This design comes from an exercise in tuning for small area, a short achievable clock period and few clock cycles on the open sky130 flow, not from production work. Function was checked by simulation only, so behaviour that the tests miss may differ from the original. Power is estimated from default activity; no workload was simulated.

## icf_pwm_calc
module icf_pwm_calc (
    input  wire        clk,
    input  wire        rst,
    input  wire        start,
    output reg         ready,
    input  wire [31:0] freq,       
    input  wire [31:0] clkbase,    
    input  wire [31:0] duty,       
    input  wire [31:0] phase,      
    input  wire        geom,       
    output reg         done,
    output wire [31:0] period,
    output wire [31:0] cmpa,
    output wire [31:0] phs
);
Size in the first run: about 270 flip-flops.
export LEC_CHECK = 0
export CAP_MARGIN = 20
export CORE_MARGIN = 2
export CORE_UTILIZATION = 40
export SLEW_MARGIN = 20
create_clock -name core_clock -period 15.0 [get_ports {clk}]
standard.sh (not shown) runs the stock make flow with config.mk's settings and CLKGATE_MAP_FILE= SYNTH_SCRIPT=/design/flow/synth_recipe.tcl, a recipe that flattens the netlist after the stock synthesis.
==> flow/flow/run.sh <==
#!/bin/bash
# Standard ORFS layout (the standard.sh, standard synthesis unchanged), with
# timing repair asked to leave a setup slack margin, so that repair_timing works
# on the paths that set the achieved clock period. The SDC is not changed.
set -euo pipefail
export SETUP_SLACK_MARGIN=10.4
bash standard.sh > orfs_flow.log 2>&1
Testbench counts at the start, summed over its fixed seeds: cycles 16,739.
==> next run, changes <==
--- a/flow/design.v
+++ b/flow/design.v
@@ -18,19 +18,19 @@
     localparam [22:0] NEG2M   = 23'h617B80;    
     reg        s_p1, s_p2, s_div, s_last, s_fin;
     reg [4:0]  cnt;              
     reg [31:0] rf;               
     reg [21:0] rd;               
     reg [21:0] rp;               
     reg        rg;               
     reg        cb_hi, rf_hi;     
     reg [63:0] x;                
-    reg        qa;               
+    reg        qa, qaq;          
     reg        lq;               
     reg [19:0] r_q, r_h;         
     reg [31:0] g_q, g_h;         
     reg        q_m1, q_two, q_lsb, q_zc;
     reg        h_m1, h_two, h_lsb, h_zc;
     assign period = x[31:0];
     assign cmpa   = g_q;
     assign phs    = g_h;
     wire acc = start & ready;
@@ -82,27 +82,27 @@
     pfx_add #(34) u_div (.a({1'b0, x[63:31]}), .b(~{2'b0, rf}), .ci(1'b1), .s(dv_diff), .co(dv_co));
     wire        dv_ge   = ~dv_diff[33];
     wire [31:0] dv_rem  = dv_ge ? dv_diff[31:0] : x[62:31];
     wire [63:0] x_step  = {dv_rem, x[30:0], dv_ge};
     wire [31:0] p_out = rg ? (x[31:0] - 32'd1) : x[31:0];
     wire        a   = qa;
     wire [19:0] dcq = rd[19:0];
     wire [19:0] phh = rp[19:0];
     wire [22:0] uq    = {2'b0, r_q, 1'b0};
-    wire [22:0] xq    = a ? {3'd0, dcq} : 23'd0;
+    wire [22:0] xq    = qaq ? {3'd0, dcq} : 23'd0;
     wire [22:0] sq    = uq + xq;
     wire [22:0] sq_m1 = uq + xq + NEG1M;
     wire [22:0] sq_m2 = uq + xq + NEG2M;
     wire        q_ge1 = ~sq_m1[22];
     wire        q_ge2 = ~sq_m2[22];
     wire [19:0] rq_n  = q_ge2 ? sq_m2[19:0] : q_ge1 ? sq_m1[19:0] : sq[19:0];
     wire        q_dm1 = lq & ~q_ge1;
-    wire        q_zc_n = q_dm1 & ~((r_q == 20'd0) & (~a | (dcq == 20'd0)));
+    wire        q_zc_n = q_dm1 & ~((r_q == 20'd0) & (~qaq | (dcq == 20'd0)));
     wire [22:0] uh    = {2'b0, r_h, 1'b0};
     wire        hn    = lq & ~a;
     wire [22:0] xh    = hn ? {3'b111, ~phh} : (a & ~lq) ? {3'd0, phh} : 23'd0;
     wire [22:0] sh    = uh + xh + {22'd0, hn};
     wire [22:0] sh_m1 = uh + xh + (NEG1M + {22'd0, hn});
     wire [22:0] sh_m2 = uh + xh + (NEG2M + {22'd0, hn});
     wire        h_lt0 = sh[22];
     wire        h_ge1 = ~h_lt0 & ~sh_m1[22];
     wire        h_ge2 = ~h_lt0 & ~sh_m2[22];
@@ -163,19 +163,20 @@
             x[63:32] <= x_al[63:32];
         else if (!s_p1)
             x[63:32] <= x_step[63:32];
         if (s_last)
             x[31:0] <= p_out;
         else if (s_p2)
             x[31:0] <= x_al[31:0];
         else if (s_div)
             x[31:0] <= x_step[31:0];
-        qa <= s_div & dv_ge;
+        qa  <= s_div & dv_ge;
+        qaq <= dv_ge & ~s_p2;
         lq <= s_div & (cnt == 5'd0) & rg;
         if (s_p1)
             cnt <= j_new;
         else if (s_div)
             cnt <= cnt - 5'd1;
         if (s_p1) begin
             r_q <= {1'b0, cb125[38:20]};
             r_h <= cb125[19:0];
         end else if (s_p2) begin
Result:
- setup slack improved by 11 ps
- total power rises slightly
- wire length decreases by a few percent
- non-clock buffer count decreases by 46
- sequential power stays flat
Testbench counts after the change, summed over its fixed seeds: cycles 16,739.


== v6 ==
The RTL this note starts from:
==> flow/design.v <==
module icf_pwm_calc (
    input  wire        clk,
    input  wire        rst,
    input  wire        start,
    output reg         ready,
    input  wire [31:0] freq,       
    input  wire [31:0] clkbase,    
    input  wire [31:0] duty,       
    input  wire [31:0] phase,      
    input  wire        geom,       
    output reg         done,
    output wire [31:0] period,
    output wire [31:0] cmpa,
    output wire [31:0] phs
);
    localparam [19:0] MILLION = 20'd1000000;
    localparam [22:0] NEG1M   = 23'h70BDC0;    
    localparam [22:0] NEG2M   = 23'h617B80;    
    reg        s_p1, s_p2, s_div, s_last, s_fin;
    reg [4:0]  cnt;              
    reg [31:0] rf;               
    reg [21:0] rd;               
    reg [21:0] rp;               
    reg        rg;               
    reg        cb_hi, rf_hi;     
    reg [63:0] x;                
    reg        qa, qaq;          
    reg        lq;               
    reg [19:0] r_q, r_h;         
    reg [31:0] g_q, g_h;         
    reg        q_m1, q_two, q_lsb, q_zc;
    reg        h_m1, h_two, h_lsb, h_zc;
    assign period = x[31:0];
    assign cmpa   = g_q;
    assign phs    = g_h;
    wire acc = start & ready;
    wire [31:0] cb     = x[63:32];
    wire        f_low  = rf[31] | (rf[30:10] == 21'd0 && rf[9:0] < 10'd1000);
    wire [30:0] f_cl   = f_low ? 31'd1000 : rf[30:0];
    wire [31:0] d_new  = rg ? {1'b0, f_cl} : {f_cl, 1'b0};
    wire [38:0] m_a  = {cb, 7'd0};
    wire [38:0] m_b  = {7'd0, cb};
    wire [38:0] m_c  = ~{5'd0, cb, 2'd0};
    wire [38:0] m_s  = m_a ^ m_b ^ m_c;
    wire [38:0] m_k  = {(m_a[37:0] & m_b[37:0]) | (m_a[37:0] & m_c[37:0]) | (m_b[37:0] & m_c[37:0]), 1'b0};
    wire [38:0] cb125;
    wire        m_co;
    pfx_add #(39) u_mul (.a(m_s), .b(m_k), .ci(1'b1), .s(cb125), .co(m_co));
    function [4:0] msb32(input [31:0] v, input hi);
        reg [15:0] v4;
        reg [7:0]  v3;
        reg [3:0]  v2;
        reg [1:0]  v1;
        begin
            msb32[4] = hi;               
            v4 = msb32[4] ? v[31:16] : v[15:0];
            msb32[3] = |v4[15:8];
            v3 = msb32[3] ? v4[15:8] : v4[7:0];
            msb32[2] = |v3[7:4];
            v2 = msb32[2] ? v3[7:4] : v3[3:0];
            msb32[1] = |v2[3:2];
            v1 = msb32[1] ? v2[3:2] : v2[1:0];
            msb32[0] = v1[1];
        end
    endfunction
    wire [4:0] m_cb  = msb32(cb, cb_hi);
    wire [4:0] m_rf  = msb32({1'b0, rf[30:0]}, rf_hi);
    wire       f_sm  = rf[31] | (~rf_hi && rf[15:9] == 7'd0);       
    wire [4:0] m_f   = f_sm ? 5'd9 : m_rf;
    wire [6:0] j_raw = {2'd0, m_cb} + {6'd0, rg} + 7'd9 - {2'd0, m_f};
    wire [4:0] j_new = ((~cb_hi & (cb[15:0] == 16'd0)) || j_raw[6]) ? 5'd0 :
                       (j_raw[5]) ? 5'd31 : j_raw[4:0];
    wire        d_neg  = rd[21];
    wire        d_big  = rd[20] || (rd[19:0] > MILLION);
    wire [19:0] dc_new = d_neg ? MILLION : d_big ? 20'd0 : (MILLION - rd[19:0]);
    wire        p_neg  = rp[21];
    wire        p_big  = rp[20] || (rp[19:0] > MILLION);
    wire [19:0] ph_new = p_neg ? 20'd0 : p_big ? MILLION : rp[19:0];
    wire [63:0] x_al = {22'd0, r_q[18:0], r_h, 3'd0} << (~cnt);
    wire [33:0] dv_diff;
    wire        dv_co;
    pfx_add #(34) u_div (.a({1'b0, x[63:31]}), .b(~{2'b0, rf}), .ci(1'b1), .s(dv_diff), .co(dv_co));
    wire        dv_ge   = ~dv_diff[33];
    wire [31:0] dv_rem  = dv_ge ? dv_diff[31:0] : x[62:31];
    wire [63:0] x_step  = {dv_rem, x[30:0], dv_ge};
    wire [31:0] p_out = rg ? (x[31:0] - 32'd1) : x[31:0];
    wire        a   = qa;
    wire [19:0] dcq = rd[19:0];
    wire [19:0] phh = rp[19:0];
    wire [22:0] uq    = {2'b0, r_q, 1'b0};
    wire [22:0] xq    = qaq ? {3'd0, dcq} : 23'd0;
    wire [22:0] sq    = uq + xq;
    wire [22:0] sq_m1 = uq + xq + NEG1M;
    wire [22:0] sq_m2 = uq + xq + NEG2M;
    wire        q_ge1 = ~sq_m1[22];
    wire        q_ge2 = ~sq_m2[22];
    wire [19:0] rq_n  = q_ge2 ? sq_m2[19:0] : q_ge1 ? sq_m1[19:0] : sq[19:0];
    wire        q_dm1 = lq & ~q_ge1;
    wire        q_zc_n = q_dm1 & ~((r_q == 20'd0) & (~qaq | (dcq == 20'd0)));
    wire [22:0] uh    = {2'b0, r_h, 1'b0};
    wire        hn    = lq & ~a;
    wire [22:0] xh    = hn ? {3'b111, ~phh} : (a & ~lq) ? {3'd0, phh} : 23'd0;
    wire [22:0] sh    = uh + xh + {22'd0, hn};
    wire [22:0] sh_m1 = uh + xh + (NEG1M + {22'd0, hn});
    wire [22:0] sh_m2 = uh + xh + (NEG2M + {22'd0, hn});
    wire        h_lt0 = sh[22];
    wire        h_ge1 = ~h_lt0 & ~sh_m1[22];
    wire        h_ge2 = ~h_lt0 & ~sh_m2[22];
    wire [19:0] rh_n  = h_ge2 ? sh_m2[19:0] : h_ge1 ? sh_m1[19:0] : sh[19:0];
    wire        h_zc_n = h_lt0 & ~((r_h == 20'd0) & (phh == MILLION));
    function [31:0] incdec(input [31:0] g, input up, input dn);
        reg [31:0] t;
        reg        c;
        integer i;
        begin
            t = dn ? ~g : g;
            c = up | dn;
            for (i = 0; i < 32; i = i + 1) begin
                incdec[i] = g[i] ^ c;
                c = c & t[i];
            end
        end
    endfunction
    wire [31:0] gq_a  = incdec(g_q, q_two, q_m1);
    wire [31:0] gq_n  = (q_zc & (g_q == 32'd0)) ? 32'd0 : {gq_a[30:0], q_lsb | q_m1};
    wire [31:0] gh_a  = incdec(g_h, h_two, h_m1);
    wire [31:0] gh_n  = (h_zc & (g_h == 32'd0)) ? 32'd0 : {gh_a[30:0], h_lsb | h_m1};
    always @(posedge clk) begin
        if (rst) begin
            ready  <= 1'b1;
            s_p1   <= 1'b0;
            s_p2   <= 1'b0;
            s_div  <= 1'b0;
            s_last <= 1'b0;
            s_fin  <= 1'b0;
            done   <= 1'b0;
        end else begin
            s_p1   <= acc;
            s_p2   <= s_p1;
            s_div  <= s_p2 | (s_div & (cnt != 5'd0));
            s_last <= s_div & (cnt == 5'd0);
            s_fin  <= s_last;
            ready  <= (s_div & (cnt == 5'd0)) | (ready & ~start);
            done   <= s_fin;
        end
    end
    always @(posedge clk) begin
        if (ready) begin
            rf <= freq;
            rd <= {duty[31], duty[30:20] != 11'd0, duty[19:0]};
            rp <= {phase[31], phase[30:20] != 11'd0, phase[19:0]};
            rg <= geom;
            cb_hi <= clkbase[31:16] != 16'd0;
            rf_hi <= freq[30:16] != 15'd0;
        end else if (s_p1) begin
            rf <= d_new;
            rd[19:0] <= dc_new;
            rp[19:0] <= ph_new;
        end
        if (ready)
            x[63:32] <= clkbase;
        else if (s_p2)
            x[63:32] <= x_al[63:32];
        else if (!s_p1)
            x[63:32] <= x_step[63:32];
        if (s_last)
            x[31:0] <= p_out;
        else if (s_p2)
            x[31:0] <= x_al[31:0];
        else if (s_div)
            x[31:0] <= x_step[31:0];
        qa  <= s_div & dv_ge;
        qaq <= dv_ge & ~s_p2;
        lq <= s_div & (cnt == 5'd0) & rg;
        if (s_p1)
            cnt <= j_new;
        else if (s_div)
            cnt <= cnt - 5'd1;
        if (s_p1) begin
            r_q <= {1'b0, cb125[38:20]};
            r_h <= cb125[19:0];
        end else if (s_p2) begin
            r_q <= 20'd0;
            r_h <= 20'd0;
        end else begin
            r_q <= rq_n;
            r_h <= rh_n;
        end
        if (s_p2) begin
            {q_m1, q_two, q_lsb, q_zc} <= 4'd0;
            {h_m1, h_two, h_lsb, h_zc} <= 4'd0;
            g_q <= 32'd0;
            g_h <= 32'd0;
        end else begin
            q_m1  <= q_dm1;
            q_two <= ~lq & q_ge2;
            q_lsb <= lq ? ~(q_ge1 & ~q_ge2) : (q_ge1 & ~q_ge2);
            q_zc  <= q_zc_n;
            h_m1  <= h_lt0;
            h_two <= h_ge2;
            h_lsb <= h_ge1 & ~h_ge2;
            h_zc  <= h_zc_n;
            g_q   <= gq_n;
            g_h   <= gh_n;
        end
    end
endmodule
module pfx_add #(parameter W = 8) (
    input  wire [W-1:0] a,
    input  wire [W-1:0] b,
    input  wire         ci,
    output wire [W-1:0] s,
    output wire         co
);
    reg [W-1:0] g, p, gn, pn;
    integer l, i, j;
    always @* begin
        g = a & b;
        p = a ^ b;
        g[0] = g[0] | (p[0] & ci);
        for (l = 0; (1 << l) < W; l = l + 1) begin
            gn = g;
            pn = p;
            for (i = 0; i < W; i = i + 1)
                if ((i >> l) & 1) begin
                    j = ((i >> l) << l) - 1;
                    gn[i] = g[i] | (p[i] & g[j]);
                    pn[i] = p[i] & p[j];
                end
            g = gn;
            p = pn;
        end
    end
    assign s  = a ^ b ^ {g[W-2:0], ci};
    assign co = g[W-1];
endmodule
Settings: LEC_CHECK=0, CAP_MARGIN=20, CORE_MARGIN=2, CORE_UTILIZATION=40, SLEW_MARGIN=20; clock period 15.0 ns.
==> flow/flow/run.sh <==
#!/bin/bash
# Standard ORFS layout (the standard.sh, standard synthesis unchanged), with
# timing repair asked to leave a setup slack margin, so that repair_timing works
# on the paths that set the achieved clock period, and plain buf_2 cells for the
# port buffers (every port is still buffered). The SDC is not changed.
set -euo pipefail
export SETUP_SLACK_MARGIN=10.4
export BUFFER_PORTS_ARGS="-buffer_cell sky130_fd_sc_hd__buf_2"
bash standard.sh > orfs_flow.log 2>&1
Testbench counts of v6, summed over its fixed seeds: cycles 16,739.
[inputs] v7 vs v6
-- flow/design.v --
<<< v6, line 23
    reg [21:0] rp;               
    reg        rg;               
    reg        cb_hi, rf_hi;     
    reg [63:0] x;                
    reg        qa, qaq;          
>>> v7, line 23
    reg [21:0] rp;               
    reg        rg;               
    reg [3:0]  cb_g, rf_g;       
    reg [63:0] x;                
    reg        qa, qaq;          
<<< v6, line 47
    wire        m_co;
    pfx_add #(39) u_mul (.a(m_s), .b(m_k), .ci(1'b1), .s(cb125), .co(m_co));
    function [4:0] msb32(input [31:0] v, input hi);
        reg [15:0] v4;
        reg [7:0]  v3;
        reg [3:0]  v2;
        reg [1:0]  v1;
        begin
            msb32[4] = hi;               
            v4 = msb32[4] ? v[31:16] : v[15:0];
            msb32[3] = |v4[15:8];
            v3 = msb32[3] ? v4[15:8] : v4[7:0];
            msb32[2] = |v3[7:4];
            v2 = msb32[2] ? v3[7:4] : v3[3:0];
>>> v7, line 47
    wire        m_co;
    pfx_add #(39) u_mul (.a(m_s), .b(m_k), .ci(1'b1), .s(cb125), .co(m_co));
    function [4:0] msb32(input [31:0] v, input [3:0] g);
        reg [7:0]  v3;
        reg [3:0]  v2;
        reg [1:0]  v1;
        begin
            msb32[4] = g[3] | g[2];
            msb32[3] = msb32[4] ? g[3] : g[1];
            case (msb32[4:3])
                2'd3: v3 = v[31:24];
                2'd2: v3 = v[23:16];
                2'd1: v3 = v[15:8];
                default: v3 = v[7:0];
            endcase
            msb32[2] = |v3[7:4];
            v2 = msb32[2] ? v3[7:4] : v3[3:0];
<<< v6, line 64
        end
    endfunction
    wire [4:0] m_cb  = msb32(cb, cb_hi);
    wire [4:0] m_rf  = msb32({1'b0, rf[30:0]}, rf_hi);
    wire       f_sm  = rf[31] | (~rf_hi && rf[15:9] == 7'd0);       
    wire [4:0] m_f   = f_sm ? 5'd9 : m_rf;
    wire [6:0] j_raw = {2'd0, m_cb} + {6'd0, rg} + 7'd9 - {2'd0, m_f};
    wire [4:0] j_new = ((~cb_hi & (cb[15:0] == 16'd0)) || j_raw[6]) ? 5'd0 :
                       (j_raw[5]) ? 5'd31 : j_raw[4:0];
    wire        d_neg  = rd[21];
>>> v7, line 67
        end
    endfunction
    wire [4:0] m_cb  = msb32(cb, cb_g);
    wire [4:0] m_rf  = msb32({1'b0, rf[30:0]}, rf_g);
    wire       f_sm  = rf[31] | (~rf_g[3] && ~rf_g[2] && rf[15:9] == 7'd0);       
    wire [4:0] m_f   = f_sm ? 5'd9 : m_rf;
    wire [6:0] j_raw = {2'd0, m_cb} + {6'd0, rg} + 7'd9 - {2'd0, m_f};
    wire [4:0] j_new = ((cb_g == 4'd0) || j_raw[6]) ? 5'd0 :
                       (j_raw[5]) ? 5'd31 : j_raw[4:0];
    wire        d_neg  = rd[21];
<<< v6, line 151
            rp <= {phase[31], phase[30:20] != 11'd0, phase[19:0]};
            rg <= geom;
            cb_hi <= clkbase[31:16] != 16'd0;
            rf_hi <= freq[30:16] != 15'd0;
        end else if (s_p1) begin
            rf <= d_new;
>>> v7, line 154
            rp <= {phase[31], phase[30:20] != 11'd0, phase[19:0]};
            rg <= geom;
            cb_g <= {|clkbase[31:24], |clkbase[23:16], |clkbase[15:8], |clkbase[7:0]};
            rf_g <= {|freq[30:24], |freq[23:16], |freq[15:8], |freq[7:0]};
        end else if (s_p1) begin
            rf <= d_new;
==> notes.md <==
v7 vs. v6: die area essentially unchanged; setup slack dropped 66 ps; design area now smaller; total power higher; area growth from synthesis to final layout fell by 0.61 points.
v7 ended up with lq$_DFF_P_ as its startpoint of the worst setup timing path; v6 ended up with x[42]$_DFFE_PP_.
The final layout from v7, which completed every stage, passed the timing, DRC and antenna checks at the end of the flow.
Combinational cell fraction of total power up 1.0 points in v7 wrt v6
On fmax: v7 sits below v6.
Testbench counts of v7, summed over its fixed seeds: cycles 16,739.

-- what the ideal ports hide --
The results above use ideal ports. As a check the final layouts listed here were re-extracted and re-timed, cells and wires unchanged. Step 1 assumes that a clkbuf_16 drives the clock port and a buf_2 every other input. Step 2 times the ports against the registers' clock, not the clock port: input delays grow and output delays shrink by t, the midpoint of the rising clock arrivals with the driver on. Slacks: ideal / step 1 / step 2; pairs: ideal / step 1.
run | t (ns) | setup WS [ns] | hold slack, ns | worst data-port slew with drivers (ns)
the first run of note 1 | 0.618 | 10.415 / 10.367 / 10.415 | 0.442 / 0.442 / 0.442 | 0.06
the second run of note 1 | 0.611 | 10.426 / 10.360 / 10.512 | 0.439 / 0.439 / 0.439 | 0.05
v6 | 0.616 | 10.505 / 10.505 / 10.505 | 0.439 / 0.439 / 0.439 | 0.06
v7 | 0.625 | 10.438 / 10.438 / 10.438 | 0.439 / 0.439 / 0.439 | 0.09
After both steps every run listed still meets setup and hold.
